Source: an optimization exercise on an open RTL-to-GDS flow (aim: small area and a short achievable clock period). Production flows keep margins and buffers that such runs may drop. Only simulation tests tie the RTL to the original design; equivalence was not proved.

==> flow/design.v, too long to show whole: its modules and the start of the top module <==
// module rfid_f32div: 976 lines
// module rfid_add: 18 lines
// module rfid_inc: 17 lines
// module rfid_core: 410 lines
module rfid_core (
    input  wire        clk,
    input  wire        reset,               
    input  wire        rx_valid,
    input  wire [7:0]  rx_data,
    input  wire [31:0] now_ms,
    input  wire        adc_dout,
    input  wire [31:0] cfg_debounce_ms,
    input  wire [31:0] cfg_sentinel_tag,
    input  wire [31:0] cfg_scale_divisor,   
    input  wire [31:0] cfg_weight_period_ms,
    input  wire [31:0] cfg_ready_timeout_ms,
    input  wire        cfg_timeout_en,
    output wire        rx_accept,
    output wire        adc_sck,
    output reg         feed_valid,
    output reg  [1:0]  feed_result,
    output reg         decoded_valid,
    output wire [31:0] decoded_tag,
    output wire [7:0]  decoded_version,
    output wire        decoded_ok,
    output reg  [2:0]  diag,
    output reg         scan_valid,
    output wire [31:0] scan_tag,
    output wire [31:0] scan_weight,
    output reg         disp_valid,
    output reg  [1:0]  disp_kind,
    output reg  [1:0]  disp_state,
    output wire [23:0] disp_raw,
    output wire [31:0] disp_grams
);
  // ...
==> flow/flow/run.sh <==
#!/bin/bash
# Standard layout, with plain buf_1 cells as the port buffers and no CTS
# dummy loads.
set -euo pipefail
export BUFFER_PORTS_ARGS="-buffer_cell sky130_fd_sc_hd__buf_1"
export CTS_ARGS="-sink_clustering_enable -repair_clock_nets -dont_use_dummy_load -buf_list sky130_fd_sc_hd__clkbuf_4"
bash standard.sh > standard_flow.log 2>&1
==> flow/standard.sh <==
#!/bin/bash
# synth_recipe.tcl (not shown) runs the flow's synth.tcl, then flattens the netlist and writes it again
# the make line also repeats each setting of config.mk as NAME=value (left out here)
make -C /OpenROAD-flow-scripts/flow DESIGN_CONFIG=/design/flow/config.mk WORK_HOME=/design/flow/orfs CLKGATE_MAP_FILE= SYNTH_SCRIPT=/design/flow/synth_recipe.tcl "${@:-finish}"
==> flow/config.mk <==
export PLATFORM = sky130hd
export DESIGN_NAME = rfid_core
export DESIGN_NICKNAME = rfid_core
export VERILOG_FILES = /design/flow/design.v
export SDC_FILE = /design/flow/constraint.sdc
export NUM_CORES = 4
export LEC_CHECK = 0
export CAP_MARGIN = 20
export CORE_MARGIN = 2
export CORE_UTILIZATION = 60
export CTS_BUF_LIST = sky130_fd_sc_hd__clkbuf_4
export SLEW_MARGIN = 20
==> flow/constraint.sdc <==
create_clock -name core_clock -period 200.0 [get_ports {clk}]
set_input_delay 40.0000 -clock core_clock [delete_from_list [all_inputs] [get_ports {clk}]]
set_output_delay 40.0000 -clock core_clock [all_outputs]
set_load 0.01 [all_outputs]
==> run summary, run 1 <==
The most area-hungry cell class in the final design is multi-input gates. The post-CTS setup buffer count came out at 0. Of the total synthesized cell area, the portion taken by AND, OR, NAND and NOR gates is 0.145.

The die height is 238 um. The depth of the worst register-to-register path is 113. The worst setup slack after layout came out at 113040 ps. The layout has 445 buffers outside the clock class. The synthesized netlist occupies a cell area of 32900 um2. Leaving out filler cells and counting taps, the final layout contains 4618. The run finished with no timing, DRC or antenna violations.

The synthesis warning total came out at 2. The depth of the CTS H-tree is 3. The most instantiated flip-flop cell in the synthesis netlist is sky130_fd_sc_hd__edfxtp_1. The signed area change from the synthesized netlist to the final layout came out at 8.16%.

The detailed-routed wire length on met2 is 46200 um. The sum of met3 wire segment lengths after detailed routing came out at 8510 um. The number of nets with antenna violations after routing is 0. The pre-CTS worst setup slack came out at 113150 ps. The vias per cell came out at 6.32. The share of Yosys cell area claimed by the top area cell type is 0.201.

For this run, the share of the core covered by cells in the final layout is 0.658. The endpoint identified for the worst register-to-register timing path is sample_grams[28]. The post-cts gate resize count is 0. The well-tap cell count came out at 696. The synthesized instance count came out at 3607. The flip-flop and latch count is 405. Ranked by instance count, the synthesized netlist is headed by 321 x sky130_fd_sc_hd__nand2_1, 304 x sky130_fd_sc_hd__inv_1, 298 x sky130_fd_sc_hd__nor2_1. The detailed-routing iteration count for the pre-antenna-repair pass came out at 6. The post-synthesis compound-gate area fraction is 0.196. The critical path ends at disp_valid.

==> module rfid_core, before the edit <==
module rfid_core (
    input  wire        clk,
    input  wire        reset,               
    input  wire        rx_valid,
    input  wire [7:0]  rx_data,
    input  wire [31:0] now_ms,
    input  wire        adc_dout,
    input  wire [31:0] cfg_debounce_ms,
    input  wire [31:0] cfg_sentinel_tag,
    input  wire [31:0] cfg_scale_divisor,   
    input  wire [31:0] cfg_weight_period_ms,
    input  wire [31:0] cfg_ready_timeout_ms,
    input  wire        cfg_timeout_en,
    output wire        rx_accept,
    output wire        adc_sck,
    output reg         feed_valid,
    output reg  [1:0]  feed_result,
    output reg         decoded_valid,
    output wire [31:0] decoded_tag,
    output wire [7:0]  decoded_version,
    output wire        decoded_ok,
    output reg  [2:0]  diag,
    output reg         scan_valid,
    output wire [31:0] scan_tag,
    output wire [31:0] scan_weight,
    output reg         disp_valid,
    output reg  [1:0]  disp_kind,
    output reg  [1:0]  disp_state,
    output wire [23:0] disp_raw,
    output wire [31:0] disp_grams
);
    localparam [1:0] M_BOOT = 2'd0, M_READY = 2'd1, M_ADC = 2'd2;
    localparam [1:0] P_STARTUP = 2'd0, P_TARE = 2'd1, P_REFRESH = 2'd2;
    localparam [1:0] S_IDLE = 2'd0, S_ACC = 2'd1, S_EXP = 2'd2;
    localparam [1:0] FR_INCOMPLETE = 2'd0, FR_FRAME = 2'd1,
                     FR_OVERFLOW = 2'd2, FR_MALFORMED = 2'd3;
    localparam [2:0] D_NONE = 3'd0, D_OVERFLOW = 3'd1, D_MALFORMED = 3'd2,
                     D_INVHEX = 3'd3, D_CHECKSUM = 3'd4, D_TIMEOUT = 3'd5;
    localparam [1:0] DK_READY = 2'd0, DK_STATE = 2'd1, DK_WEIGHT = 2'd2;
    localparam [7:0] START_MARKER = 8'h02, END_MARKER = 8'h03;
    localparam [31:0] WINDOW_MS = 32'd2000;
    reg [1:0]  mode;
    reg [1:0]  adc_purpose;
    reg [5:0]  adc_phase;        
    reg [23:0] adc_shift;
    reg [3:0]  cursor;
    reg        start_f;          
    reg [39:0] hexsr;            
    reg [7:0]  fold;             
    reg        ok_v, ok_t, ok_a;   
    reg [1:0]  sess_state;
    reg [31:0] session_start_time;
    reg [31:0] last_byte_time;    
    reg        cap_valid;
    reg [31:0] cap_tag;
    reg [23:0] tare_offset;
    reg [31:0] sample_grams;
    reg [31:0] last_refresh_time;  
    reg [31:0] dx;
    reg [4:0]  ed;
    reg        d_done;
    reg [24:0] ws, wc;
    reg [15:0] qph, qmh;
    reg [4:0]  lz;
    reg        hi, sn, nz;
    reg [1:0]  n_mode;
    reg [1:0]  n_adc_purpose;
    reg [5:0]  n_adc_phase;
    reg [23:0] n_adc_shift;
    reg [3:0]  n_cursor;
    reg        n_start_f;
    reg [39:0] n_hexsr;
    reg [7:0]  n_fold;
    reg        n_ok_v, n_ok_t, n_ok_a;
    reg [1:0]  n_sess_state;
    reg [31:0] n_session_start_time;
    reg [31:0] n_last_byte_time;
    reg        n_cap_valid;
    reg [31:0] n_cap_tag;
    reg [23:0] n_tare_offset;
    reg [31:0] n_sample_grams;
    reg [31:0] n_last_refresh_time;
    assign rx_accept = !reset && (mode == M_READY);
    assign adc_sck   = !reset && (mode == M_ADC) && adc_phase[0];
    function [4:0] hexval(input [7:0] c);
        begin
            if (c >= "0" && c <= "9")      hexval = {1'b1, c[3:0]};
            else if (c >= "A" && c <= "F") hexval = {1'b1, c[3:0] + 4'd9};
            else if (c >= "a" && c <= "f") hexval = {1'b1, c[3:0] + 4'd9};
            else                           hexval = 5'd0;
        end
    endfunction
    wire       is_start = (rx_data == START_MARKER);
    wire       is_end   = (rx_data == END_MARKER);
    wire [4:0] hx       = hexval(rx_data);
    wire [3:0] cur      = is_start ? 4'd0 : cursor;
    wire       fold_ok = (fold == 8'd0);
    wire       dec_ok  = ok_a && fold_ok;
    wire       sent_eq = (hexsr[31:0] == cfg_sentinel_tag);
    assign decoded_tag     = ok_t ? hexsr[31:0] : 32'd0;
    assign decoded_version = ok_v ? hexsr[39:32] : 8'd0;
    assign decoded_ok      = dec_ok;
    wire [31:0] t_base = (mode == M_READY) ?
                         ((sess_state == S_ACC) ? session_start_time : last_byte_time) :
                         ((adc_purpose == P_TARE) ? last_byte_time : last_refresh_time);
    wire [31:0] t_lim  = (mode == M_READY) ? cfg_debounce_ms : cfg_ready_timeout_ms;
    wire [31:0] el     = now_ms - t_base;
    wire        el_win = el > WINDOW_MS;
    wire        el_lim = el > t_lim;
    wire [31:0] el_refresh;
    wire        rf_c0, rf_due;
    wire [31:0] nlr = ~last_refresh_time;
    wire [31:0] nwp = ~cfg_weight_period_ms;
    rfid_add #(32) u_elr (.a (now_ms), .b (nlr), .ci (1'b1), .s (el_refresh), .co (rf_c0));
    rfid_add #(32) u_rfc (.a (el_refresh), .b (nwp), .ci (1'b1), .s (), .co (rf_due));
    wire [23:0] adc_raw = adc_shift ^ 24'h800000;
    wire        sd      = cfg_scale_divisor[31];
    wire [23:0] nd      = dx[31:8];
    wire [23:0] raw_in  = {adc_shift[22:0], adc_dout} ^ 24'h800000;
    wire [23:0] n_in;
    wire        n_c;
    rfid_add #(24) u_nin (.a (raw_in), .b (~tare_offset), .ci (1'b1), .s (n_in), .co (n_c));
    wire        sn_in   = ~n_c;
    wire [23:0] an_in;
    rfid_inc #(24) u_abs (.a (n_in ^ {24{sn_in}}), .ci (sn_in), .s (an_in), .co ());
    wire        nz16    = ~|an_in[23:8];
    wire [23:0] nm16    = nz16 ? {an_in[7:0], 16'd0} : an_in;
    wire        nz8     = ~|nm16[23:16];
    wire [23:0] nm8     = nz8 ? {nm16[15:0], 8'd0} : nm16;
    wire        nz4     = ~|nm8[23:20];
    wire [23:0] nm4     = nz4 ? {nm8[19:0], 4'd0} : nm8;
    wire        nz2     = ~|nm4[23:22];
    wire [23:0] nm2     = nz2 ? {nm4[21:0], 2'd0} : nm4;
    wire        nz1     = ~nm2[23];
    wire [23:0] ma_in   = nz1 ? {nm2[22:0], 1'b0} : nm2;
    wire [4:0]  lz_in   = {nz16, nz8, nz4, nz2, nz1};
    wire        hi_in;                                  
    rfid_add #(24) u_cmp (.a (ma_in), .b (nd), .ci (1'b0), .s (), .co (hi_in));
    wire [24:0] a_in    = hi_in ? {1'b0, ma_in} : {ma_in, 1'b0};
    wire        q0_in   = {a_in[24:18], 1'b0} >= ({2'b00, ~nd[23:18]} + {1'b0, ~nd[23:18], 1'b0});
    wire [4:0]  md_top  = 5'd16 - ({1'b0, nd[23:20]} + {4'd0, |nd[19:0]});
    wire        div_ld = (adc_phase == 6'd47);
    wire [24:0] ws_o, wc_o;
    wire [7:0]  qp, qm;
    rfid_f32div u_div (
        .ws_i (ws), .wc_i (wc), .nd (nd), .di (md_top[2:0]),
        .ws_o (ws_o), .wc_o (wc_o), .qp (qp), .qm (qm)
    );
    wire        w_c;
    rfid_add #(24) u_wsg (.a (ws_o[23:0]), .b (wc_o[23:0]), .ci (1'b0), .s (), .co (w_c));
    wire        wneg  = ws_o[24] ^ wc_o[24] ^ w_c;
    wire [23:0] qlo;
    rfid_add #(24) u_q (.a ({qph, qp}), .b (~{qmh, qm}), .ci (~wneg), .s (qlo), .co ());
    wire [23:0] mq_r;
    wire        mq_c;
    rfid_inc #(24) u_rnd (.a ({1'b1, qlo[23:1]}), .ci (qlo[0]), .s (mq_r), .co (mq_c));
    wire [7:0]  bexp  = 8'd149 - {3'd0, lz} - {3'd0, ed} + {7'd0, hi}
                        + {7'd0, mq_c};
    wire [31:0] weight = nz ? {sn ^ sd, bexp, mq_r[22:0]} : {sd, 31'd0};
    assign disp_raw    = adc_raw;
    assign disp_grams  = weight;
    assign scan_weight = sample_grams;
    reg capture, tare_req;
    reg [31:0] scan_tag_r;
    assign scan_tag = scan_tag_r;
    always @* begin
        n_mode               = mode;
        n_adc_purpose        = adc_purpose;
        n_adc_phase          = adc_phase;
        n_adc_shift          = adc_shift;
        n_cursor             = cursor;
        n_start_f            = start_f;
        n_hexsr              = hexsr;
        n_fold               = fold;
        n_ok_v               = ok_v;
        n_ok_t               = ok_t;
        n_ok_a               = ok_a;
        n_sess_state         = sess_state;
        n_session_start_time = session_start_time;
        n_last_byte_time     = last_byte_time;
        n_cap_valid          = cap_valid;
        n_cap_tag            = cap_tag;
        n_tare_offset        = tare_offset;
        n_sample_grams       = sample_grams;
        n_last_refresh_time  = last_refresh_time;
        feed_valid    = 1'b0;
        feed_result   = FR_INCOMPLETE;
        decoded_valid = 1'b0;
        diag          = D_NONE;
        scan_valid    = 1'b0;
        disp_valid    = 1'b0;
        disp_kind     = DK_READY;
        disp_state    = S_IDLE;
        capture  = 1'b0;
        tare_req = 1'b0;
        scan_tag_r = cap_tag;
        if (!reset) begin
            case (mode)
            M_BOOT: begin
                n_mode              = M_ADC;
                n_adc_purpose       = P_STARTUP;
                n_adc_phase         = 6'd0;
                n_last_refresh_time = now_ms;
            end
            M_ADC: begin
                if (adc_phase == 6'd0) begin
                    if (!adc_dout) begin
                        n_adc_phase = 6'd1;
                    end else if (cfg_timeout_en && el_lim) begin
                        diag   = D_TIMEOUT;
                        n_mode = M_READY;
                        if (adc_purpose == P_STARTUP) begin
                            n_last_refresh_time = now_ms;
                            disp_valid = 1'b1;
                            disp_kind  = DK_READY;
                        end
                    end
                end else if (adc_phase[0]) begin
                    if (adc_phase != 6'd49)
                        n_adc_shift = {adc_shift[22:0], adc_dout};
                    n_adc_phase = adc_phase + 6'd1;
                end else if (adc_phase != 6'd50) begin
                    n_adc_phase = adc_phase + 6'd1;
                end else begin
                    n_mode = M_READY;
                    case (adc_purpose)
                    P_STARTUP: begin
                        n_tare_offset       = adc_raw;
                        n_sample_grams      = {sd, 31'd0};
                        n_last_refresh_time = now_ms;
                        disp_valid = 1'b1;
                        disp_kind  = DK_READY;
                    end
                    P_TARE: begin
                        n_tare_offset = adc_raw;
                    end
                    default: begin
                        n_sample_grams = weight;
                        disp_valid = 1'b1;
                        disp_kind  = DK_WEIGHT;
                    end
                    endcase
                end
            end
            default: begin
                if (rx_valid) begin
                    if (sess_state == S_IDLE) begin
                        n_sess_state         = S_ACC;
                        n_session_start_time = now_ms;
                        n_cap_valid          = 1'b0;
                        disp_valid = 1'b1;
                        disp_kind  = DK_STATE;
                        disp_state = S_ACC;
                    end
                    n_last_byte_time = now_ms;
                    feed_valid = 1'b1;
                    if (cur >= 4'd14) begin
                        n_cursor    = 4'd0;
                        diag        = D_OVERFLOW;
                        feed_result = FR_OVERFLOW;
                    end else if (is_end) begin
                        n_cursor = 4'd0;
                        if (cur == 4'd13) begin
                            feed_result = FR_FRAME;
                            if (start_f) begin
                                decoded_valid = 1'b1;
                                if (!ok_a)
                                    diag = D_INVHEX;
                                else if (!fold_ok)
                                    diag = D_CHECKSUM;
                                if (dec_ok && sess_state != S_EXP) begin
                                    if (sent_eq)
                                        tare_req = 1'b1;
                                    else
                                        capture = 1'b1;
                                end
                            end else begin
                                diag = D_MALFORMED;
                            end
                        end else begin
                            diag        = D_MALFORMED;
                            feed_result = FR_MALFORMED;
                        end
                    end else begin
                        n_cursor    = cur + 4'd1;
                        feed_result = FR_INCOMPLETE;
                        if (cur == 4'd0) begin
                            n_start_f = is_start;
                            n_fold    = 8'd0;
                            n_ok_v    = 1'b1;
                            n_ok_t    = 1'b1;
                            n_ok_a    = 1'b1;
                        end else if (cur <= 4'd12) begin
                            n_fold = {fold[3:0], fold[7:4] ^ hx[3:0]};
                            n_ok_a = ok_a & hx[4];
                            if (cur <= 4'd2)
                                n_ok_v = ok_v & hx[4];
                            else if (cur <= 4'd10)
                                n_ok_t = ok_t & hx[4];
                            if (cur <= 4'd10)
                                n_hexsr = {hexsr[35:0], hx[3:0]};
                        end
                    end
                end
                if (capture) begin
                    n_cap_valid = 1'b1;
                    n_cap_tag   = hexsr[31:0];
                    scan_tag_r  = hexsr[31:0];
                end
                if (sess_state == S_ACC && el_win) begin
                    n_sess_state = S_EXP;
                    disp_valid = 1'b1;
                    disp_kind  = DK_STATE;
                    disp_state = S_EXP;
                    if (n_cap_valid)
                        scan_valid = 1'b1;
                end else if (sess_state == S_EXP && !rx_valid && el_lim) begin
                    n_sess_state = S_IDLE;
                    n_cap_valid  = 1'b0;
                    disp_valid = 1'b1;
                    disp_kind  = DK_STATE;
                    disp_state = S_IDLE;
                end
                if (tare_req) begin
                    n_mode        = M_ADC;
                    n_adc_purpose = P_TARE;
                    n_adc_phase   = 6'd0;
                end else if (rf_due) begin
                    n_last_refresh_time = now_ms;
                    n_mode        = M_ADC;
                    n_adc_purpose = P_REFRESH;
                    n_adc_phase   = 6'd0;
                end
            end
            endcase
        end
    end
    always @(posedge clk) begin
        if (reset) begin
            mode         <= M_BOOT;
            cursor       <= 4'd0;
            sess_state   <= S_IDLE;
            cap_valid    <= 1'b0;
            tare_offset  <= 24'd0;
            sample_grams <= 32'd0;
        end else begin
            mode         <= n_mode;
            cursor       <= n_cursor;
            sess_state   <= n_sess_state;
            cap_valid    <= n_cap_valid;
            tare_offset  <= n_tare_offset;
            sample_grams <= n_sample_grams;
        end
    end
    always @(posedge clk) begin
        adc_purpose        <= n_adc_purpose;
        adc_phase          <= n_adc_phase;
        adc_shift          <= n_adc_shift;
        start_f            <= n_start_f;
        hexsr              <= n_hexsr;
        fold               <= n_fold;
        ok_v               <= n_ok_v;
        ok_t               <= n_ok_t;
        ok_a               <= n_ok_a;
        session_start_time <= n_session_start_time;
        last_byte_time     <= n_last_byte_time;
        cap_tag            <= n_cap_tag;
        last_refresh_time  <= n_last_refresh_time;
    end
    wire        d_inc = dx[7] & ((|dx[6:0]) | dx[8]);
    wire [23:0] d_neg;
    rfid_inc #(24) u_dng (.a (~dx[31:8]), .ci (~d_inc), .s (d_neg), .co ());
    wire [31:0] d_abs;
    rfid_inc #(32) u_dab (.a (cfg_scale_divisor ^ {32{sd}}), .ci (sd), .s (d_abs), .co ());
    always @(posedge clk) begin
        if (reset) begin
            dx     <= d_abs;
            ed     <= 5'd31;
            d_done <= 1'b0;
        end else if (!d_done) begin
            if (!dx[31]) begin
                dx <= {dx[30:0], 1'b0};
                ed <= ed - 5'd1;
            end else begin
                d_done <= 1'b1;
                if ((&dx[31:8]) & d_inc) begin
                    dx[31:8] <= 24'h800000;
                    ed       <= ed + 5'd1;
                end else begin
                    dx[31:8] <= d_neg;
                end
            end
        end
    end
    always @(posedge clk) begin
        if (div_ld) begin
            ws <= a_in;
            wc <= q0_in ? {nd, 1'b0} : {1'b1, nd};
            lz <= lz_in;
            hi <= hi_in;
            sn <= sn_in;
            nz <= (an_in != 24'd0) && (adc_purpose != P_STARTUP);
        end else begin
            ws <= ws_o;
            wc <= wc_o;
        end
        qph <= {qph[7:0], qp};
        qmh <= {qmh[7:0], qm};
    end
endmodule
==> run 2, diff against run 1 <==
--- a/flow/design.v
+++ b/flow/design.v
@@ -1071,8 +1071,11 @@
     reg [4:0]  ed;
     reg        d_done;
-    reg [24:0] ws, wc;
+    reg [24:0] wc;
+    wire [24:0] ws = sample_grams[24:0];   
     reg [15:0] qph, qmh;
-    reg [4:0]  lz;
-    reg        hi, sn, nz;
+    wire [4:0] lz = dx[7:3];
+    wire       hi = dx[2];
+    wire       sn = dx[1];
+    wire       nz = dx[0];
     reg [1:0]  n_mode;
     reg [1:0]  n_adc_purpose;
@@ -1227,10 +1230,10 @@
                         end
                     end
-                end else if (adc_phase[0]) begin
-                    if (adc_phase != 6'd49)
-                        n_adc_shift = {adc_shift[22:0], adc_dout};
-                    n_adc_phase = adc_phase + 6'd1;
                 end else if (adc_phase != 6'd50) begin
+                    if (adc_phase[0] && adc_phase != 6'd49)
+                        n_adc_shift = {adc_shift[22:0], adc_dout};
                     n_adc_phase = adc_phase + 6'd1;
+                    if (adc_phase >= 6'd47 && adc_purpose != P_TARE)
+                        n_sample_grams[24:0] = div_ld ? a_in : ws_o;
                 end else begin
                     n_mode = M_READY;
@@ -1402,16 +1405,13 @@
                 end
             end
+        end else if (div_ld) begin
+            dx[7:0] <= {lz_in, hi_in, sn_in,
+                        (an_in != 24'd0) && (adc_purpose != P_STARTUP)};
         end
     end
     always @(posedge clk) begin
         if (div_ld) begin
-            ws <= a_in;
             wc <= q0_in ? {nd, 1'b0} : {1'b1, nd};
-            lz <= lz_in;
-            hi <= hi_in;
-            sn <= sn_in;
-            nz <= (an_in != 24'd0) && (adc_purpose != P_STARTUP);
         end else begin
-            ws <= ws_o;
             wc <= wc_o;
         end
==> run 2 against run 1 <==
Still clean. Sequential share of layout area down 1.6 points. Clock skew down 16 ps. First-iteration DRC count up 16%. Worst setup slack better by 1200 ps. Final area down 1.6%. Worst hold slack better by 34 ps. Clock-buffer cell count down 5. Area after synthesis down 1.4%. Critical path depth down 4. Register-to-register slack worse by 1600 ps. Synthesized cell count down 0.91%.
==> run summary, run 2 <==
The cell type with the largest total area after synthesis was sky130_fd_sc_hd__edfxtp_1 (unchanged). The first-pass GRT wire length came to 159000 um (was 155000 um). The critical path's slowest cell is sky130_fd_sc_hd__o21ai_0 (was sky130_fd_sc_hd__nor4_1). Top cells by area in the synthesized netlist: sky130_fd_sc_hd__edfxtp_1 20%, sky130_fd_sc_hd__fa_1 10%, sky130_fd_sc_hd__dfxtp_1 9.9% (was sky130_fd_sc_hd__edfxtp_1 20%, sky130_fd_sc_hd__dfxtp_1 11%, sky130_fd_sc_hd__fa_1 10%). The number of global-route vias before repair is 28700 (was 28200). The worst setup slack after layout was 114200 ps (was 113040 ps). The global router's overall resource usage came out at 0.362 (was 0.346).

The depth of the CTS H-tree is 3 (unchanged). Leading cell types in the layout, fill and taps excluded: 378 x sky130_fd_sc_hd__buf_1, 298 x sky130_fd_sc_hd__nor2_1, 286 x sky130_fd_sc_hd__inv_1, 286 x sky130_fd_sc_hd__nand2_1, 235 x sky130_fd_sc_hd__ha_1 (was 378 x sky130_fd_sc_hd__buf_1, 320 x sky130_fd_sc_hd__nand2_1, 304 x sky130_fd_sc_hd__inv_1). The number of rows in the core area came out at 85 (unchanged). The TritonCTS clock tree is built (unchanged).

The share of Yosys cell area claimed by the top area cell type came to 0.197 (was 0.201). RSZ-0062 raised after global routing: no (unchanged). The clock root buffer master is sky130_fd_sc_hd__clkbuf_4 (unchanged). The required time at the worst-slack endpoint is 160000 ps (about the same). The delay of the slowest cell on the worst path is 420 ps (was 410 ps). The largest fanout of any net on the critical path is 4 (was 5). The full die area is 55900 um2 (was 56700 um2).

The synthesis warning total came out at 2 (unchanged). The number of flip-flops in the largest register was 40 (unchanged). The sink count of the clock tree was 372 (was 405). The post-CTS setup buffer count was 0 (unchanged). The critical path endpoint category was an output port (unchanged). The max-cap check violation count is 0 (unchanged). The number of nets in the final layout is 4487 (was 4529). The quantity of I/O buffers inserted on ports came out at 380 (unchanged).

The synthesized instance count is 3574 (was 3607). The post-synthesis async set-or-reset flop share is 0 (unchanged). The number of max-slew violations in the final report was 0 (unchanged). The register bank with the most flops was hexsr (unchanged). The later-pin clock latency in the skew report came out at 860 ps (about the same). The number of design rule violations left after detail routing was 0 (unchanged). The signed area change from the synthesized netlist to the final layout is 7.96% (was 8.16%). The number of nets with antenna violations after routing came out at 0 (unchanged). The synthesized area divided by synthesized cell count is 9.06 um2 (was 9.11 um2).

The number of synthesized register bits is 372 (was 405). The leading cell type in the layout, fill and taps excluded is sky130_fd_sc_hd__buf_1 (unchanged). The maximum number of pins on one net before global-route repair is 99 (was 84). The clock transition at the registers of the reported paths came out at 60 ps (about the same). The type of origin of the critical path was an input port (unchanged).

The worst max-slew margin expressed relative to the limit is 0.256 (was 0.210). The maximum clock skew at final layout is 90.5 ps (was 107 ps). Post-synth top cells: 302 x sky130_fd_sc_hd__nor2_1, 286 x sky130_fd_sc_hd__inv_1, 286 x sky130_fd_sc_hd__nand2_1 (was 321 x sky130_fd_sc_hd__nand2_1, 304 x sky130_fd_sc_hd__inv_1, 298 x sky130_fd_sc_hd__nor2_1). The hold violation count in the final report came out at 0 (unchanged).

Status: no timing/DRC/antenna violations (unchanged). The sequential-to-total area share from yosys stat is 0.295 (was 0.314). The netlist area before placement came out at 32400 um2 (was 32900 um2). The via count is 29200 (about the same). The number of antenna violations at the first check in global routing came out at 14 (was 7). The cts-stage hold buffer count came out at 0 (unchanged). The floorplan core area was 53600 um2 (was 54000 um2). The synthesized net count is 4181 (was 4213). The maximum operating frequency was 11.7 MHz (was 11.5 MHz). The worst hold-check slack came to 348 ps (was 314 ps). The class of the tightest hold or removal check is reg2reg (unchanged). The endpoint arrival time on the critical path is 45800 ps (was 46960 ps).

The die extent in x is 236 um (was 238 um). The minimum period implied by the final worst setup slack came out at 85800 ps (was 86960 ps). The DRC violation total after the first TritonRoute iteration came to 3266 (was 2812).

The layout cell share with drive strength beyond 1 is 0.0740 (was 0.0719). The vias per cell is 6.37 (was 6.32). The detailed-route wire length per cell came out at 22.5 um (was 21.6 um). The placed wire-length estimate after detailed placement is 77700 um (was 74500 um). The die height is 236 um (was 238 um).

The count of boundary I/O pins came to 381 (unchanged). The detailed-routing iteration count for the pre-antenna-repair pass is 8 (was 6). The most repeated cell in the gate-level netlist after synthesis is sky130_fd_sc_hd__nor2_1 (was sky130_fd_sc_hd__nand2_1).

The aggregate global routing overflow is 0 (unchanged). The most instantiated flip-flop cell in the synthesis netlist is sky130_fd_sc_hd__edfxtp_1 (unchanged). The actual transition at the worst max-transition pin came out at 1120 ps (was 1190 ps).

The critical path start-end classification is in2out (unchanged). The pre-CTS worst setup slack came to 114360 ps (was 113150 ps). The final sum of negative setup slack is 0 ps (unchanged).

The distinct cell type count of the synthesized netlist is 112 (was 97). The count of endpoints failing setup in the final report came out at 0 (unchanged). The wire length after detailed routing came to 103000 um (was 99900 um).

The post-cts gate resize count was 0 (unchanged). The ratio of final minimum period to clock period came out at 0.429 (was 0.435). The final weighted congestion in routability-driven placement is 0.996 (was 0.980). The worst-case clock buffer depth came out at 3 (unchanged). The number of buffers inserted during clock tree synthesis is 102 (was 107). The starting density of the core was 0.604 (was 0.608).

The count of flip-flops with a built-in enable after synthesis came out at 212 (was 220).
==> run 2: cell families after synthesis <==
logic type,count (synthesis),share of synthesized area
buffers and inverters,530,0.0676
adders and majority gates,426,0.201
xor gates and xnor gates,174,0.0475
AOI/OAI and AO/OA,932,0.196
and+or+nand+nor,1022,0.152
DFF,372,0.295
muxes,118,0.0397
==> run 2: path summary, 6_finish.rpt <==
| path | startpoint | to | slack [ps] | cells past startpoint |
|---|---|---|---|---|
| min reg2reg | qmh[2] | qmh[10] | 350 | 0 |
| min | qmh[2] | qmh[10] | 350 | 0 |
| max reg2reg | dx[27] | sample_grams[27] | 166950 | 114 |
| max | now_ms[0] | disp_valid | 114200 | 29 |
==> run 2: final cells by class <==
class	instances	area [um2]
Antenna cell	9	22.5
Clock buffer	102	766
Fill cell	4549	18600
Inverter	289	1080
Multi-Input combinational cell	2672	20800
Sequential cell	372	9570
Tap cell	696	871
Timing Repair Buffer	443	1900
==> run 2: layer usage <==
layer / vias to the layer above / GRT usage / share of wire
met1: 13900 / 0.457 / 0.39
met5: - / 0 / 0.00053
li1: 13400 / - / -
met3: 286 / 0.0838 / 0.094
met2: 1595 / 0.598 / 0.47
met4: 8 / 0.154 / 0.039
==> run 2: stage by stage <==
step	util	instance area (um2)	std cells
2_1_floorplan	-	32400	3574
3_5_place_dp	0.637	34200	4472
4_1_cts	0.652	34900	4574
3_3_place_gp	0.637	34200	4472
6_report	0.652	35000	4583
5_1_grt	0.652	35000	4581
==> run 2: critical path: cells and delay by family <==
family,cells,cell delay (ps)
AO/OA/AOI/OAI,16,3630
XOR/XNOR,1,130
adder cells (fa/ha/maj),3,880
buffers and inverters,4,450
AND/OR/NAND/NOR,5,720
==> run 3, diff against run 2 <==
==> flow/flow/run.sh (replaced) <==
#!/bin/bash
# Standard layout, with plain buf_1 cells as the port buffers, and a clock
# tree of clkbuf_4/clkbuf_8 with larger sink clusters and no dummy loads.
set -euo pipefail
export BUFFER_PORTS_ARGS="-buffer_cell sky130_fd_sc_hd__buf_1"
export CTS_ARGS="-sink_clustering_enable -repair_clock_nets -dont_use_dummy_load -sink_clustering_size 12 -sink_clustering_max_diameter 60 -buf_list {sky130_fd_sc_hd__clkbuf_4 sky130_fd_sc_hd__clkbuf_8}"
bash standard.sh > standard_flow.log 2>&1
--- a/flow/config.mk
+++ b/flow/config.mk
@@ -9,4 +9,4 @@
 export CORE_MARGIN = 2
 export CORE_UTILIZATION = 60
-export CTS_BUF_LIST = sky130_fd_sc_hd__clkbuf_4
+export CTS_BUF_LIST = sky130_fd_sc_hd__clkbuf_4 sky130_fd_sc_hd__clkbuf_8
 export SLEW_MARGIN = 20
==> run 3 against run 2 <==
Synthesized cell count unchanged. Critical path type unchanged. Clock-buffer cell count decreased by 60. Critical path depth unchanged. Still clean on timing, DRC and antenna.
==> run summary, run 3 <==
The number of buffers inserted during clock tree synthesis came to 42 (was 102). The global router's overall resource usage is 0.358 (was 0.362). RSZ-0062 raised after global routing: no (unchanged). The actual transition at the worst max-transition pin was 1110 ps (was 1120 ps). The placed wire-length estimate after detailed placement is 77700 um (unchanged). The detailed-route wire length per cell is 22.5 um (about the same). The number of nets with antenna violations after routing came out at 0 (unchanged).

The number of synthesized register bits came to 372 (unchanged). The number of nets in the final layout came out at 4427 (was 4487). The number of max-slew violations in the final report was 0 (unchanged). The worst max-slew margin expressed relative to the limit came out at 0.261 (was 0.256). The post-place instance area came to 34200 um2 (unchanged). The DRC violation total after the first TritonRoute iteration is 3202 (was 3266). The core occupancy in the finished layout is 0.649 (was 0.652).

The quantity of I/O buffers inserted on ports came out at 380 (unchanged). The delay of the slowest cell on the worst path is 400 ps (was 420 ps). The die height came out at 236 um (unchanged). The maximum number of pins on one net before global-route repair came out at 99 (unchanged). The final weighted congestion in routability-driven placement is 0.996 (unchanged). The leading cell type in the layout, fill and taps excluded is sky130_fd_sc_hd__buf_1 (unchanged). The first-pass GRT wire length was 158000 um (was 159000 um).

The critical path start-end classification is in2out (unchanged). Leading cell types in the layout, fill and taps excluded: 378 x sky130_fd_sc_hd__buf_1, 298 x sky130_fd_sc_hd__nor2_1, 286 x sky130_fd_sc_hd__inv_1, 286 x sky130_fd_sc_hd__nand2_1, 235 x sky130_fd_sc_hd__ha_1 (unchanged). The class of the tightest hold or removal check was reg2reg (unchanged). The type of origin of the critical path is an input port (unchanged). The TritonCTS clock tree is built (unchanged). The detailed-routing iteration count for the pre-antenna-repair pass is 7 (was 8).

The signed area change from the synthesized netlist to the final layout came to 7.40% (was 7.96%). The distinct cell type count of the synthesized netlist came out at 112 (unchanged). The wire length after detailed routing came out at 102000 um (was 103000 um). The number of design rule violations left after detail routing came out at 0 (unchanged). The worst setup slack after layout is 114250 ps (was 114200 ps). The most repeated cell in the gate-level netlist after synthesis is sky130_fd_sc_hd__nor2_1 (unchanged). The ratio of final minimum period to clock period came out at 0.429 (about the same).

The synthesis warning total is 2 (unchanged). The sink count of the clock tree is 372 (unchanged). The critical path's slowest cell is sky130_fd_sc_hd__fa_1 (was sky130_fd_sc_hd__o21ai_0). The pre-CTS worst setup slack came out at 114360 ps (unchanged). The synthesized area divided by synthesized cell count is 9.06 um2 (unchanged). The most instantiated flip-flop cell in the synthesis netlist is sky130_fd_sc_hd__edfxtp_1 (unchanged). The aggregate global routing overflow is 0 (unchanged).

The full die area came to 55900 um2 (unchanged). The required time at the worst-slack endpoint came to 160000 ps (about the same). The via count came out at 29000 (was 29200). The post-CTS setup buffer count was 0 (unchanged).

Top cells by area in the synthesized netlist: sky130_fd_sc_hd__edfxtp_1 20%, sky130_fd_sc_hd__fa_1 10%, sky130_fd_sc_hd__dfxtp_1 9.9% (unchanged). The synthesized instance count is 3574 (unchanged). The max-cap check violation count is 0 (unchanged).

The count of endpoints failing setup in the final report is 0 (unchanged). The starting density of the core came to 0.604 (unchanged). The endpoint arrival time on the critical path is 45750 ps (was 45800 ps).

The layout cell share with drive strength beyond 1 is 0.0595 (was 0.0740). The hold violation count in the final report came out at 0 (unchanged). The clock root buffer master is sky130_fd_sc_hd__clkbuf_8 (was sky130_fd_sc_hd__clkbuf_4). Post-synth top cells: 302 x sky130_fd_sc_hd__nor2_1, 286 x sky130_fd_sc_hd__inv_1, 286 x sky130_fd_sc_hd__nand2_1 (unchanged). The maximum operating frequency is 11.7 MHz (about the same). The number of flip-flops in the largest register was 40 (unchanged).

The cts-stage hold buffer count is 0 (unchanged). The share of Yosys cell area claimed by the top area cell type is 0.197 (unchanged). The later-pin clock latency in the skew report is 650 ps (was 860 ps).

The count of boundary I/O pins was 381 (unchanged). The count of flip-flops with a built-in enable after synthesis came to 212 (unchanged). The maximum clock skew at final layout is 68.6 ps (was 90.5 ps). The critical path endpoint category is an output port (unchanged).

The minimum period implied by the final worst setup slack is 85750 ps (was 85800 ps). The sequential-to-total area share from yosys stat came out at 0.295 (unchanged). The worst-case clock buffer depth is 3 (unchanged). The netlist area before placement is 32400 um2 (unchanged). The die extent in x is 236 um (unchanged).

The largest fanout of any net on the critical path came out at 4 (unchanged). The post-synthesis async set-or-reset flop share is 0 (unchanged). The cell type with the largest total area after synthesis is sky130_fd_sc_hd__edfxtp_1 (unchanged). The clock transition at the registers of the reported paths is 80 ps (was 60 ps).

Status: no timing/DRC/antenna violations (unchanged). The number of antenna violations at the first check in global routing is 13 (was 14). The post-cts gate resize count is 0 (unchanged). The register bank with the most flops was hexsr (unchanged). The synthesized net count came out at 4181 (unchanged). The depth of the CTS H-tree is 2 (was 3). The number of rows in the core area is 85 (unchanged).

The floorplan core area is 53600 um2 (unchanged). The summed area of non-filler cells in the final layout is 34800 um2 (was 35000 um2). The final sum of negative setup slack is 0 ps (unchanged). The number of global-route vias before repair is 28300 (was 28700).

The worst hold-check slack was 357 ps (was 348 ps). The vias per cell is 6.40 (was 6.37).
-- run 3: cell count changes in the layout (fill, tap and decap cells not counted), sizes merged --
| cell | before | now |
|---|---|---|
| clkbuf | 104 | 44 |
| diode | 9 | 12 |
-- run 3: cells by family after synthesis --
logic type,after synthesis,share of synthesized area
fa+ha+maj,426,0.201
simple gates,1022,0.152
buf+inv,530,0.0676
mux,118,0.0397
xor+xnor,174,0.0475
compound gates,932,0.196
flops,372,0.295
-- run 3: layer usage --
layer / routed length (um) / vias to the layer above / global-route usage
li1: - / 13200 / -
met1: 40200 / 13900 / 0.459
met2: 47900 / 1556 / 0.591
met3: 9580 / 273 / 0.0749
met4: 4290 / 4 / 0.146
met5: 27 / - / 0
-- run 3: through the flow --
step | cells
after CTS | 4514
after detailed placement | 4472
after global placement | 4472
final | 4526
after global routing | 4520
after floorplan | 3574
-- run 3: final timing paths --
kind	start	to	slack (ps)	depth (start not counted)
max reg2reg	dx[27]	sample_grams[27]	166900	116
min	qmh[3]	qmh[11]	360	0
max	now_ms[0]	disp_valid	114250	29
min reg2reg	qmh[3]	qmh[11]	360	0
-- run 3: layout make-up --
cell class              instances  area [um2]
well taps                     696         871
clock buffers                  42         578
repair buffers                443        1900
diodes                         12        30.0
multi-input cells            2672       20800
flip-flops and latches        372        9570
fillers                      4567       18800
inverters                     289        1080
-- run 3: worst max-delay path, delay by kind of cell --
| family | cells | cell delay [ps] |
|---|---|---|
| AO/OA/AOI/OAI | 16 | 3560 |
| XOR/XNOR | 1 | 130 |
| adder cells (fa/ha/maj) | 3 | 880 |
| buffers and inverters | 4 | 450 |
| AND/OR/NAND/NOR | 5 | 730 |
==> run 4, diff against run 3 <==
--- a/flow/design.v
+++ b/flow/design.v
@@ -1031,11 +1031,11 @@
     output wire [7:0]  decoded_version,
     output wire        decoded_ok,
-    output reg  [2:0]  diag,
-    output reg         scan_valid,
+    output wire [2:0]  diag,
+    output wire        scan_valid,
     output wire [31:0] scan_tag,
     output wire [31:0] scan_weight,
-    output reg         disp_valid,
-    output reg  [1:0]  disp_kind,
-    output reg  [1:0]  disp_state,
+    output wire        disp_valid,
+    output wire [1:0]  disp_kind,
+    output wire [1:0]  disp_state,
     output wire [23:0] disp_raw,
     output wire [31:0] disp_grams
@@ -1176,4 +1176,6 @@
     assign scan_weight = sample_grams;
     reg capture, tare_req;
+    reg [2:0] diag_f;            
+    reg       dv_st;             
     reg [31:0] scan_tag_r;
     assign scan_tag = scan_tag_r;
@@ -1201,9 +1203,6 @@
         feed_result   = FR_INCOMPLETE;
         decoded_valid = 1'b0;
-        diag          = D_NONE;
-        scan_valid    = 1'b0;
-        disp_valid    = 1'b0;
-        disp_kind     = DK_READY;
-        disp_state    = S_IDLE;
+        diag_f        = D_NONE;
+        dv_st         = 1'b0;
         capture  = 1'b0;
         tare_req = 1'b0;
@@ -1222,11 +1221,7 @@
                         n_adc_phase = 6'd1;
                     end else if (cfg_timeout_en && el_lim) begin
-                        diag   = D_TIMEOUT;
                         n_mode = M_READY;
-                        if (adc_purpose == P_STARTUP) begin
+                        if (adc_purpose == P_STARTUP)
                             n_last_refresh_time = now_ms;
-                            disp_valid = 1'b1;
-                            disp_kind  = DK_READY;
-                        end
                     end
                 end else if (adc_phase != 6'd50) begin
@@ -1243,6 +1238,5 @@
                         n_sample_grams      = {sd, 31'd0};
                         n_last_refresh_time = now_ms;
-                        disp_valid = 1'b1;
-                        disp_kind  = DK_READY;
+                        dv_st = 1'b1;
                     end
                     P_TARE: begin
@@ -1251,6 +1245,5 @@
                     default: begin
                         n_sample_grams = weight;
-                        disp_valid = 1'b1;
-                        disp_kind  = DK_WEIGHT;
+                        dv_st = 1'b1;
                     end
                     endcase
@@ -1263,7 +1256,5 @@
                         n_session_start_time = now_ms;
                         n_cap_valid          = 1'b0;
-                        disp_valid = 1'b1;
-                        disp_kind  = DK_STATE;
-                        disp_state = S_ACC;
+                        dv_st = 1'b1;
                     end
                     n_last_byte_time = now_ms;
@@ -1271,5 +1262,5 @@
                     if (cur >= 4'd14) begin
                         n_cursor    = 4'd0;
-                        diag        = D_OVERFLOW;
+                        diag_f      = D_OVERFLOW;
                         feed_result = FR_OVERFLOW;
                     end else if (is_end) begin
@@ -1280,7 +1271,7 @@
                                 decoded_valid = 1'b1;
                                 if (!ok_a)
-                                    diag = D_INVHEX;
+                                    diag_f = D_INVHEX;
                                 else if (!fold_ok)
-                                    diag = D_CHECKSUM;
+                                    diag_f = D_CHECKSUM;
                                 if (dec_ok && sess_state != S_EXP) begin
                                     if (sent_eq)
@@ -1290,8 +1281,8 @@
                                 end
                             end else begin
-                                diag = D_MALFORMED;
+                                diag_f = D_MALFORMED;
                             end
                         end else begin
-                            diag        = D_MALFORMED;
+                            diag_f      = D_MALFORMED;
                             feed_result = FR_MALFORMED;
                         end
@@ -1324,15 +1315,7 @@
                 if (sess_state == S_ACC && el_win) begin
                     n_sess_state = S_EXP;
-                    disp_valid = 1'b1;
-                    disp_kind  = DK_STATE;
-                    disp_state = S_EXP;
-                    if (n_cap_valid)
-                        scan_valid = 1'b1;
                 end else if (sess_state == S_EXP && !rx_valid && el_lim) begin
                     n_sess_state = S_IDLE;
                     n_cap_valid  = 1'b0;
-                    disp_valid = 1'b1;
-                    disp_kind  = DK_STATE;
-                    disp_state = S_IDLE;
                 end
                 if (tare_req) begin
@@ -1350,4 +1333,19 @@
         end
     end
+    wire m_ready = !reset && (mode != M_BOOT) && (mode != M_ADC);
+    wire m_adc   = !reset && (mode == M_ADC);
+    wire ev_win  = m_ready && (sess_state == S_ACC) && el_win;
+    wire ev_lim  = (m_ready && (sess_state == S_EXP) && !rx_valid) ||
+                   (m_adc && (adc_phase == 6'd0) && adc_dout && cfg_timeout_en);
+    wire ev_tmo  = m_adc && (adc_phase == 6'd0) && adc_dout && cfg_timeout_en && el_lim;
+    assign disp_valid = dv_st || ev_win || (ev_lim && el_lim &&
+                        (m_ready || (adc_purpose == P_STARTUP)));
+    assign scan_valid = ev_win && (cap_valid || capture);
+    assign diag       = diag_f | {ev_tmo, 1'b0, ev_tmo};
+    assign disp_kind  = (mode == M_ADC) ?
+                        (((adc_purpose == P_STARTUP) || (adc_purpose == P_TARE)) ? DK_READY : DK_WEIGHT) :
+                        DK_STATE;
+    assign disp_state = (sess_state == S_IDLE) ? S_ACC :
+                        ((sess_state == S_ACC) ? S_EXP : S_IDLE);
     always @(posedge clk) begin
         if (reset) begin
==> run 4 against run 3 <==
Still clean. Global-route usage is 0.91 points higher. Core utilization increased by 0.73 points. Worst hold slack worse by 30 ps. Clock skew increased by 16 ps. Die area fell by 1.1%. Final cell count down 0.29%. First-iteration DRC count up 2.8%. Flip-flop and latch count unchanged.
==> run summary, run 4 <==
The critical path endpoint category is an output port (unchanged). The type of origin of the critical path was an input port (unchanged). The hold violation count in the final report came to 0 (unchanged). The register bank with the most flops is hexsr (unchanged). The number of antenna violations at the first check in global routing came to 14 (was 13). The number of max-slew violations in the final report is 0 (unchanged). RSZ-0062 raised after global routing: no (unchanged). The synthesis warning total was 2 (unchanged).

The minimum period implied by the final worst setup slack came out at 86630 ps (was 85750 ps). The number of global-route vias before repair was 28000 (was 28300). The clock transition at the registers of the reported paths came out at 80 ps (about the same). The maximum operating frequency came out at 11.5 MHz (was 11.7 MHz). The depth of the CTS H-tree is 2 (unchanged). The count of endpoints failing setup in the final report came to 0 (unchanged). The actual transition at the worst max-transition pin is 1070 ps (was 1110 ps). The vias per cell came out at 6.46 (was 6.40). The max-cap check violation count came out at 0 (unchanged). Leading cell types in the layout, fill and taps excluded: 378 x sky130_fd_sc_hd__buf_1, 297 x sky130_fd_sc_hd__nand2_1, 293 x sky130_fd_sc_hd__inv_1 (was 378 x sky130_fd_sc_hd__buf_1, 298 x sky130_fd_sc_hd__nor2_1, 286 x sky130_fd_sc_hd__inv_1, 286 x sky130_fd_sc_hd__nand2_1, 235 x sky130_fd_sc_hd__ha_1).

The distinct cell type count of the synthesized netlist is 97 (was 112). The die extent in x came to 235 um (was 236 um). The number of nets with antenna violations after routing came out at 0 (unchanged). The number of flip-flops in the largest register is 40 (unchanged). The most instantiated flip-flop cell in the synthesis netlist is sky130_fd_sc_hd__edfxtp_1 (unchanged). The sink count of the clock tree is 372 (unchanged). The netlist area before placement is 32000 um2 (was 32400 um2). The number of rows in the core area was 84 (was 85). The maximum clock skew at final layout came to 85.1 ps (was 68.6 ps). The signed area change from the synthesized netlist to the final layout is 7.89% (was 7.40%). The cts-stage hold buffer count is 0 (unchanged). The first-pass GRT wire length is 161000 um (was 158000 um).

The leading cell type in the layout, fill and taps excluded is sky130_fd_sc_hd__buf_1 (unchanged). The placed wire-length estimate after detailed placement is 78000 um (was 77700 um). The core occupancy in the finished layout is 0.656 (was 0.649).

The global router's overall resource usage is 0.367 (was 0.358). The multi-input gate area in the final layout came out at 20500 um2 (was 20800 um2). The floorplan core area came out at 52700 um2 (was 53600 um2). The synthesized area divided by synthesized cell count is 9.00 um2 (was 9.06 um2). The quantity of I/O buffers inserted on ports came out at 380 (unchanged). The number of synthesized register bits came out at 372 (unchanged). The aggregate global routing overflow came out at 0 (unchanged).

The post-cts gate resize count is 0 (unchanged). The share of Yosys cell area claimed by the top area cell type is 0.199 (was 0.197). The number of fill cells is 4424 (was 4567).

The final weighted congestion in routability-driven placement is 0.988 (was 0.996). The worst-case clock buffer depth came to 3 (unchanged). The number of buffers inserted during clock tree synthesis came out at 43 (was 42). The post-place instance area was 33900 um2 (was 34200 um2). The final sum of negative setup slack came out at 0 ps (unchanged). The ratio of final minimum period to clock period came out at 0.433 (was 0.429).

The number of nets in the final layout is 4423 (was 4427). The detailed-routing iteration count for the pre-antenna-repair pass came out at 6 (was 7). The post-synthesis async set-or-reset flop share came out at 0 (unchanged).

The full die area is 55300 um2 (was 55900 um2). Status: no timing/DRC/antenna violations (unchanged). The via count came out at 29100 (was 29000).

Post-synth top cells: 298 x sky130_fd_sc_hd__nand2_1, 293 x sky130_fd_sc_hd__inv_1, 286 x sky130_fd_sc_hd__nor2_1 (was 302 x sky130_fd_sc_hd__nor2_1, 286 x sky130_fd_sc_hd__inv_1, 286 x sky130_fd_sc_hd__nand2_1). The launch point of the worst reg-to-reg path was dx[27] (unchanged). The clock root buffer master was sky130_fd_sc_hd__clkbuf_8 (unchanged). The register-to-register setup slack came out at 167910 ps (was 166900 ps). The die height came to 235 um (was 236 um).

The endpoint arrival time on the critical path came to 46630 ps (was 45750 ps). The class of the tightest hold or removal check is reg2reg (unchanged). The terminus of the critical flop-to-flop path is sample_grams[24] (was sample_grams[27]). The sequential cell area in the final layout came out at 9570 um2 (unchanged). The wire length after detailed routing came out at 104000 um (was 102000 um). The critical path start-end classification is in2out (unchanged).

The largest fanout of any net on the critical path is 6 (was 4). The delay of the slowest cell on the worst path is 610 ps (was 400 ps). The depth of the worst register-to-register path came to 111 (was 116). The start point of the critical path is now_ms[1] (was now_ms[0]). The cell type with the largest total area after synthesis is sky130_fd_sc_hd__edfxtp_1 (unchanged). The count of boundary I/O pins came out at 381 (unchanged). The TritonCTS clock tree is built (unchanged). The DRC violation total after the first TritonRoute iteration is 3291 (was 3202). The starting density of the core is 0.608 (was 0.604).

The detailed-route wire length per cell was 23.0 um (was 22.5 um). The layout cell share with drive strength beyond 1 is 0.0582 (was 0.0595). The count of flip-flops with a built-in enable after synthesis came out at 212 (unchanged). The most repeated cell in the gate-level netlist after synthesis is sky130_fd_sc_hd__nand2_1 (was sky130_fd_sc_hd__nor2_1). The number of design rule violations left after detail routing is 0 (unchanged). The synthesized net count is 4166 (was 4181). The sequential-to-total area share from yosys stat came out at 0.299 (was 0.295).

The maximum number of pins on one net before global-route repair is 74 (was 99). The capture point of the critical path is disp_valid (unchanged). The post-CTS setup buffer count is 0 (unchanged).

Top cells by area in the synthesized netlist: sky130_fd_sc_hd__edfxtp_1 20%, sky130_fd_sc_hd__fa_1 10%, sky130_fd_sc_hd__dfxtp_1 10% (was sky130_fd_sc_hd__edfxtp_1 20%, sky130_fd_sc_hd__fa_1 10%, sky130_fd_sc_hd__dfxtp_1 9.9%). The summed area of non-filler cells in the final layout is 34600 um2 (was 34800 um2). The later-pin clock latency in the skew report came out at 660 ps (was 650 ps). The synthesized instance count is 3559 (was 3574). The required time at the worst-slack endpoint was 160000 ps (about the same).

The worst max-slew margin expressed relative to the limit came out at 0.282 (was 0.261). The critical path's slowest cell was sky130_fd_sc_hd__a2111oi_0 (was sky130_fd_sc_hd__fa_1).
==> run 4: changes by cell type after synthesis, sizes merged, moves of 9 or more <==
cell,before,now
a221oi,39,26
nand2,287,298
buf,75,53
clkbuf,166,178
o21ai,180,189
a311oi,14,5
a21oi,218,246
nor2,304,288
o22ai,39,48
==> run 4: how the worst min path moves through the flow <==
stage                      start  endpoint  depth (start not counted)
after floorplan           qmh[2]   qmh[10]                          0
after global placement    qmh[5]   qmh[13]                          0
after detailed placement  qmh[2]   qmh[10]                          0
after CTS                 qmh[0]    qmh[8]                          0
after global routing      qmh[0]    qmh[8]                          0
final                     qmh[0]    qmh[8]                          0
==> run 4: per-layer routing <==
metal,global-route usage,share of wire
met2,0.555,0.44
met1,0.508,0.41
met4,0.175,0.053
met3,0.0721,0.10
met5,0,0.00025
==> run 4: layout make-up <==
type	count	area share
antenna	11	0.000796
clock buffer	43	0.0171
inverter	295	0.0320
multi-input combinational	2661	0.593
sequential	372	0.277
tap	688	0.0249
timing repair buffer	443	0.0551
==> run 4: worst max-delay path, delay by kind of cell <==
kind                     cells  cell delay, ps
AND/OR/NAND/NOR              8            1840
XOR/XNOR                     1             100
adder cells (fa/ha/maj)      2             610
AO/OA/AOI/OAI               15            3490
buffers and inverters        3             560
==> run 4: logic make-up after synthesis <==
| logic type | share of synthesized area |
|---|---|
| AO/OA/AOI/OAI | 0.200 |
| buffers and inverters | 0.0660 |
| AND/OR/NAND/NOR | 0.147 |
| XOR/XNOR | 0.0485 |
| flip-flops | 0.299 |
| multiplexers | 0.0373 |
| adder cells (fa/ha/maj) | 0.203 |
==> run 4: through the flow <==
step | worst slack (ps) | cells | hold WS [ps]
after global placement | 113770 | 4459 | 338
after CTS | 113560 | 4502 | 316
after detailed placement | 113620 | 4459 | 339
final | 113370 | 4513 | 327
after floorplan | 114970 | 3559 | 331
after global routing | 112890 | 4513 | 322
==> run 5, diff against run 4 <==
==> flow/flow/run.sh (replaced) <==
#!/bin/bash
# Standard layout, with plain buf_1 cells as the port buffers and no CTS
# dummy loads.
set -euo pipefail
export BUFFER_PORTS_ARGS="-buffer_cell sky130_fd_sc_hd__buf_1"
export CTS_ARGS="-sink_clustering_enable -repair_clock_nets -dont_use_dummy_load -buf_list sky130_fd_sc_hd__clkbuf_4"
bash standard.sh > standard_flow.log 2>&1
--- a/flow/config.mk
+++ b/flow/config.mk
@@ -9,4 +9,4 @@
 export CORE_MARGIN = 2
 export CORE_UTILIZATION = 60
-export CTS_BUF_LIST = sky130_fd_sc_hd__clkbuf_4 sky130_fd_sc_hd__clkbuf_8
+export CTS_BUF_LIST = sky130_fd_sc_hd__clkbuf_4
 export SLEW_MARGIN = 20
==> run 5 against run 4 <==
Area after synthesis did not move. Core utilization rose by 0.33 points. Flip-flop and latch count did not move. Clock skew rose by 22 ps. Via count rose by 1.2%. Critical endpoint unchanged. Worst hold slack improved by 11 ps. Final cell count rose by 1.3%. Routed wire length rose by 0.46%. Still clean on timing, DRC and antenna. Non-clock buffer count did not move. Synthesized cell count did not move.
==> run summary, run 5 <==
RSZ-0062 raised after global routing: no (unchanged). The count of flip-flops with a built-in enable after synthesis is 212 (unchanged). The die height is 235 um (unchanged). The number of rows in the core area came out at 84 (unchanged).

The final sum of negative setup slack was 0 ps (unchanged). The synthesized instance count is 3559 (unchanged). The met1 routing resource usage after global routing is 0.505 (was 0.508). The hold violation count in the final report is 0 (unchanged). The maximum clock skew at final layout came to 107 ps (was 85.1 ps). The register-to-register setup slack came out at 167880 ps (was 167910 ps). The minimum period implied by the final worst setup slack is 86580 ps (was 86630 ps). Status: no timing/DRC/antenna violations (unchanged). The vias per cell is 6.45 (was 6.46).

The worst max-slew margin expressed relative to the limit is 0.256 (was 0.282). The most instantiated flip-flop cell in the synthesis netlist is sky130_fd_sc_hd__edfxtp_1 (unchanged). The actual transition at the worst max-transition pin was 1120 ps (was 1070 ps). The met3 routing resource usage after global routing came out at 0.0782 (was 0.0721). The wire length after detailed routing came to 104000 um (about the same). The critical path start-end classification was in2out (unchanged). The global router's overall resource usage came out at 0.371 (was 0.367). The number of nets with antenna violations after routing is 0 (unchanged). The number of buffers inserted during clock tree synthesis came to 102 (was 43). Leading cell types in the layout, fill and taps excluded: 378 x sky130_fd_sc_hd__buf_1, 297 x sky130_fd_sc_hd__nand2_1, 293 x sky130_fd_sc_hd__inv_1 (unchanged). The depth of the worst register-to-register path is 111 (unchanged).

The sink of the worst hold path was qmh[14] (was qmh[8]). The sink count of the clock tree came out at 372 (unchanged). The type of origin of the critical path is an input port (unchanged). The cell type with the largest total area after synthesis was sky130_fd_sc_hd__edfxtp_1 (unchanged). The final weighted congestion in routability-driven placement is 0.988 (unchanged). The die extent in x was 235 um (unchanged). The count of endpoints failing setup in the final report came to 0 (unchanged).

The post-cts gate resize count is 0 (unchanged). The layer carrying the most global-route usage was met2 (unchanged). The layout cell share with drive strength beyond 1 is 0.0726 (was 0.0582). The floorplan core area is 52700 um2 (unchanged). The number of max-slew violations in the final report is 0 (unchanged). The endpoint arrival time on the critical path is 46580 ps (was 46630 ps). The netlist area before placement came to 32000 um2 (unchanged). The startpoint of the tightest hold check path is qmh[6] (was qmh[0]). The register bank with the most flops is hexsr (unchanged). The met2 usage is 0.556 (was 0.555). The DRC violation total after the first TritonRoute iteration is 2963 (was 3291). The maximum number of pins on one net before global-route repair came out at 74 (unchanged). The post-CTS setup buffer count is 0 (unchanged). The critical path endpoint category is an output port (unchanged).

The number of design rule violations left after detail routing came out at 0 (unchanged). The number of cells after detailed placement came out at 4459 (unchanged). The maximum operating frequency came out at 11.5 MHz (about the same). The clock root buffer master is sky130_fd_sc_hd__clkbuf_4 (was sky130_fd_sc_hd__clkbuf_8). The worst-case clock buffer depth is 3 (unchanged). The required time at the worst-slack endpoint came out at 160000 ps (about the same). The ratio of final minimum period to clock period was 0.433 (about the same). The clock transition at the registers of the reported paths came to 70 ps (was 80 ps). The number of global-route vias before repair came to 28600 (was 28000).

The count of boundary I/O pins came out at 381 (unchanged). The sequential-to-total area share from yosys stat came to 0.299 (unchanged). The placed wire-length estimate after detailed placement came out at 78000 um (unchanged). The share of Yosys cell area claimed by the top area cell type came to 0.199 (unchanged).

The launch point of the worst reg-to-reg path was dx[27] (unchanged). Top cells by area in the synthesized netlist: sky130_fd_sc_hd__edfxtp_1 20%, sky130_fd_sc_hd__fa_1 10%, sky130_fd_sc_hd__dfxtp_1 10% (unchanged). The max-cap check violation count came to 0 (unchanged). The starting density of the core came out at 0.608 (unchanged). The largest fanout of any net on the critical path was 6 (unchanged). The number of non-filler instances in the completed layout came to 4571 (was 4513).

The number of nets in the final layout is 4482 (was 4423). The synthesized area divided by synthesized cell count was 9.00 um2 (unchanged). The later-pin clock latency in the skew report was 890 ps (was 660 ps). The synthesis warning total is 2 (unchanged). The cts-stage hold buffer count came out at 0 (unchanged). The aggregate global routing overflow is 0 (unchanged).

The full die area came out at 55300 um2 (unchanged). The detailed-route wire length per cell is 22.8 um (was 23.0 um).

The most repeated cell in the gate-level netlist after synthesis is sky130_fd_sc_hd__nand2_1 (unchanged). The leading cell type in the layout, fill and taps excluded is sky130_fd_sc_hd__buf_1 (unchanged). The number of synthesized register bits is 372 (unchanged). The signed area change from the synthesized netlist to the final layout is 8.42% (was 7.89%).

The first-pass GRT wire length came to 162000 um (was 161000 um). The number of antenna violations at the first check in global routing came out at 14 (unchanged). The delay of the slowest cell on the worst path was 590 ps (was 610 ps). The critical path's slowest cell is sky130_fd_sc_hd__a2111oi_0 (unchanged).

The instance count along the most critical hold path is 0 (unchanged). The post-synthesis async set-or-reset flop share is 0 (unchanged). Post-synth top cells: 298 x sky130_fd_sc_hd__nand2_1, 293 x sky130_fd_sc_hd__inv_1, 286 x sky130_fd_sc_hd__nor2_1 (unchanged). The detailed-routing iteration count for the pre-antenna-repair pass is 6 (unchanged). The distinct cell type count of the synthesized netlist is 97 (unchanged). The via count is 29500 (was 29100). The class of the tightest hold or removal check was reg2reg (unchanged). The depth of the CTS H-tree was 3 (was 2). The quantity of I/O buffers inserted on ports is 380 (unchanged). The number of flip-flops in the largest register is 40 (unchanged). The TritonCTS clock tree is built (unchanged). The synthesized net count is 4166 (unchanged). The terminus of the critical flop-to-flop path is sample_grams[24] (unchanged).
==> run 5: cell counts after synthesis <==
Identical to the previous run, type by type.
==> run 5: cell families (layout without fill, tap and decap cells) <==
| family | Yosys count | after routing | share of synthesized area |
|---|---|---|---|
| flip-flops | 372 | 372 | 0.299 |
| adder cells (fa/ha/maj) | 423 | 423 | 0.203 |
| AO/OA/AOI/OAI | 954 | 954 | 0.200 |
| buffers and inverters | 526 | 840 | 0.0660 |
| multiplexers | 112 | 112 | 0.0373 |
| AND/OR/NAND/NOR | 998 | 998 | 0.147 |
| XOR/XNOR | 174 | 174 | 0.0485 |
| other | 0 | 10 | 0 |
==> run 5: worst max-delay path: cells and delay by family <==
kind                       cells  cell delay [ps]
buffers and inverters          3              580
and+or+nand+nor                8             1830
xor gates and xnor gates       1              100
AOI/OAI and AO/OA             15             3460
adders and majority gates      2              600
==> run 5: worst max path at each step <==
stage	startpoint	end	slack [ps]	cells after the start
finish	now_ms[1]	disp_valid	113420	29
global route	now_ms[1]	disp_valid	112870	29
CTS	now_ms[1]	disp_valid	113580	29
detailed placement	now_ms[1]	disp_valid	113620	29
global placement	now_ms[1]	disp_valid	113770	29
floorplan	now_ms[0]	disp_valid	114970	29
==> run 5: area by class of cell <==
class,count,area (um2)
Tap cell,688,861
Fill cell,4434,17900
Antenna cell,10,25.0
Inverter,295,1110
Timing Repair Buffer,443,1900
Clock buffer,102,766
Sequential cell,372,9570
Multi-Input combinational cell,2661,20500
==> run 5: layer usage <==
metal  share of wire  routed length (um)  vias up
met1            0.40               42200    14100
met4           0.052                5450        4
met2            0.44               45700     1755
met5         0.00029                  30        -
li1                -                   -    13400
met3            0.11               11000      304
==> run 5: metrics by stage <==
stage               instance area (um2)   util  hold slack, ps  setup WS [ps]
floorplan                         32000      -             331         114970
global route                      34700  0.660             350         112870
CTS                               34700  0.659             335         113580
finish                            34700  0.660             339         113420
global placement                  33900  0.644             338         113770
detailed placement                33900  0.644             339         113620

-- port drivers added, routing unchanged --
No port has a modelled driver above. Below, the same layouts with a new extraction and two added sets of constraints. Step 1, drivers: a clkbuf_16 drives clk and a buf_2 each remaining input, both assumed. Step 2 moves the port delays by t, midway between the first and last clock arrival at a register: inputs arrive t later, outputs are due t later. That takes back most of the time a late clock gives input paths. a / b / c = ideal ports / drivers / drivers and shift; a / b = the first two.
run	shift t [ns]	setup slack, ns	worst setup path at the end	clock arrival spread, ns
run 1	0.867	113.041 / 112.991 / 112.991	input to output	0.108 / 0.108
run 2	0.881	114.202 / 114.166 / 114.166	input to output	0.095 / 0.095
run 3	0.681	114.247 / 114.216 / 114.216	input to output	0.077 / 0.076
run 4	0.678	113.373 / 113.350 / 113.350	input to output	0.085 / 0.085
run 5	0.891	113.416 / 113.393 / 113.393	input to output	0.112 / 0.112
After both steps setup and hold are still met in every run listed. For run 1, which loses most, drivers alone change the setup slack by -0.050 ns; drivers and shift together by -0.050 ns.
